This design comes from an exercise in tuning for small area on the open sky130 flow, not from production work.
Function was checked by simulation only, so behaviour that the tests miss may differ from the original.

== 08-13 ==
==> flow/design.v (excerpt) <==
module ts_framer (
    input  wire        clk,
    input  wire        rst,
    input  wire        byte_valid,
    input  wire [7:0]  byte_data,
    input  wire        eos,
    input  wire        cfg_wr,
    input  wire        cfg_rd,
    input  wire [7:0]  cfg_addr,
    input  wire [15:0] cfg_wdata,
    output wire        frame_valid,
    output wire [12:0] frame_pid,
    output wire        frame_pusi,
    output wire        frame_has_af,
    output wire        frame_has_payload,
    output wire [3:0]  frame_cc,
    output wire [7:0]  frame_af_len,
    output wire [8:0]  frame_off,
    output wire [7:0]  frame_n,
    output wire        frame_overrun,
    output wire        frame_deliver,
    output wire        frame_pcr_valid,
    output wire [41:0] frame_pcr,
    output wire [3:0]  frame_route,
    output wire [3:0]  frame_cc_disc,
    output wire [15:0] frame_cc_expected,
    output wire        rd_valid,
    output wire [7:0]  rd_addr,
    output wire [15:0] rd_data
);
clock: 8.0 ns
lec_check: 0
cap_margin: 20
core_margin: 2
core_utilization: 50
slew_margin: 20
standard.sh (not shown) runs the stock make flow with config.mk's settings and CLKGATE_MAP_FILE= SYNTH_SCRIPT=/design/flow/synth_recipe.tcl, a recipe that flattens the netlist after the stock synthesis.
==> flow/flow/run.sh <==
#!/bin/bash
# Own layout flow: the standard ORFS layout, with
#  - the port buffers made from the smallest buffer cell (every port still
#    gets its own buffer),
#  - a clock tree built from small clock buffers without dummy loads.
set -euo pipefail
export BUFFER_PORTS_ARGS="-buffer_cell sky130_fd_sc_hd__buf_1"
export CTS_ARGS="-sink_clustering_enable -repair_clock_nets -dont_use_dummy_load -buf_list {sky130_fd_sc_hd__clkbuf_4 sky130_fd_sc_hd__clkbuf_8} -sink_clustering_size 16 -sink_clustering_max_diameter 60"
bash standard.sh > standard_make.log 2>&1
Input changes introduced in 10-21 (baseline for comparison: 08-13):
diff --git a/flow/design.v b/flow/design.v
--- a/flow/design.v
+++ b/flow/design.v
@@ -77,32 +77,30 @@
     assign frame_overrun     = ovr;
     assign frame_n           = !h_has_af ? 8'd184 : ovr ? 8'd0 : ~h_af_len + 8'd184;
     assign frame_deliver     = h_has_pl && !ovr;
     assign frame_pcr_valid   = h_pcr_valid;
     assign frame_pcr         = pcr;
     assign frame_route       = route;
     assign frame_cc_disc     = disc;
     assign frame_cc_expected = {cc_exp[3], cc_exp[2], cc_exp[1], cc_exp[0]};
     wire [1:0] mode = {st[1], st[0] & ~st[1]};
     wire [1:0] err  = {st[1] & st[0], st[1] & ~st[0]};
-    wire a_hi0   = (cfg_addr[7:5] == 3'd0) && (cfg_addr[3:2] == 2'd0);
-    wire sel_st  = a_hi0 && !cfg_addr[4] && (cfg_addr[1:0] == 2'd0);
-    wire sel_r3  = a_hi0 && !cfg_addr[4] && (cfg_addr[1:0] == 2'd1);
-    wire sel_r0  = a_hi0 &&  cfg_addr[4] && (cfg_addr[1:0] == 2'd0);
-    wire sel_r1  = a_hi0 &&  cfg_addr[4] && (cfg_addr[1:0] == 2'd1);
-    wire sel_r2  = a_hi0 &&  cfg_addr[4] && (cfg_addr[1:0] == 2'd2);
-    wire [15:0] rd_value =
-        ({16{sel_st}} & {byte_idx, 1'b0, flag_cc_disc, 1'b0, flag_af_overrun, err, mode}) |
-        ({16{sel_r0}} & {route_en[0], 2'b00, route_pid[0]}) |
-        ({16{sel_r1}} & {route_en[1], 2'b00, route_pid[1]}) |
-        ({16{sel_r2}} & {route_en[2], 2'b00, route_pid[2]}) |
-        ({16{sel_r3}} & {route_en[3], 2'b00, route_pid[3]});
+    reg [15:0] rd_value;
+    always @(*) begin
+        rd_value = 16'h0000;
+        if (cfg_addr == 8'h00)
+            rd_value = {byte_idx, 1'b0, flag_cc_disc, 1'b0, flag_af_overrun, err, mode};
+        else if (cfg_addr == 8'h01)
+            rd_value = {route_en[3], 2'b00, route_pid[3]};
+        else if (cfg_addr >= 8'h10 && cfg_addr < 8'h13)
+            rd_value = {route_en[cfg_addr[1:0]], 2'b00, route_pid[cfg_addr[1:0]]};
+    end
     assign rd_valid = cfg_rd;
     assign rd_addr  = cfg_addr;
     assign rd_data  = rd_value;
     wire       wr_route = cfg_wr && ((cfg_addr == 8'h01) ||
                                      (cfg_addr >= 8'h10 && cfg_addr < 8'h13));
     wire [1:0] wr_ch    = (cfg_addr == 8'h01) ? 2'd3 : cfg_addr[1:0];
     integer k;
     always @(posedge clk) begin
         if (rst) begin
             st              <= 2'd0;
==> comparison <==
- 10-21 went all the way through the flow, and no timing, DRC or antenna check failed.
- 08-13 was smaller in final cell area than 10-21.
- Reported for 10-21 and 08-13, count of flip-flops and latches turned out identical to the last digit.
- In 10-21, worst-case setup slack after placement is higher than in 08-13.
- Timing startpoint of the critical path = cfg_addr[5]: 10-21; timing startpoint of the critical path = cfg_addr[2]: 08-13
- 08-13 → 10-21: final core utilization went up by 1.2 points, routed wire length went up by 3.1%.

==> re-timing with driven ports <==
How much do the figures lean on ideal ports? The routed layouts below were timed once more, with nothing changed but the port constraints. Step 1 assumes that a clkbuf_16 drives the clock port and a buf_2 every other input. Step 2 times the ports against the registers' clock, not the clock port: input delays grow and output delays shrink by t, the midpoint of the rising clock arrivals with the driver on. Slacks: ideal / step 1 / step 2; pairs: ideal / step 1.
run	shift t [ns]	setup slack, ns	worst setup path at the end	slew at the worst register clock pin (ns)	worst data-port slew with drivers (ns)
08-13	0.482	2.489 / 2.466 / 2.466	input to output	0.09 / 0.09	0.07
10-21	0.485	2.572 / 2.548 / 2.548	input to output	0.10 / 0.10	0.06
After both steps every run listed still meets setup and hold. The setup slack of 10-21, which loses most, moves by -0.024 ns with the drivers and by -0.024 ns with both steps.
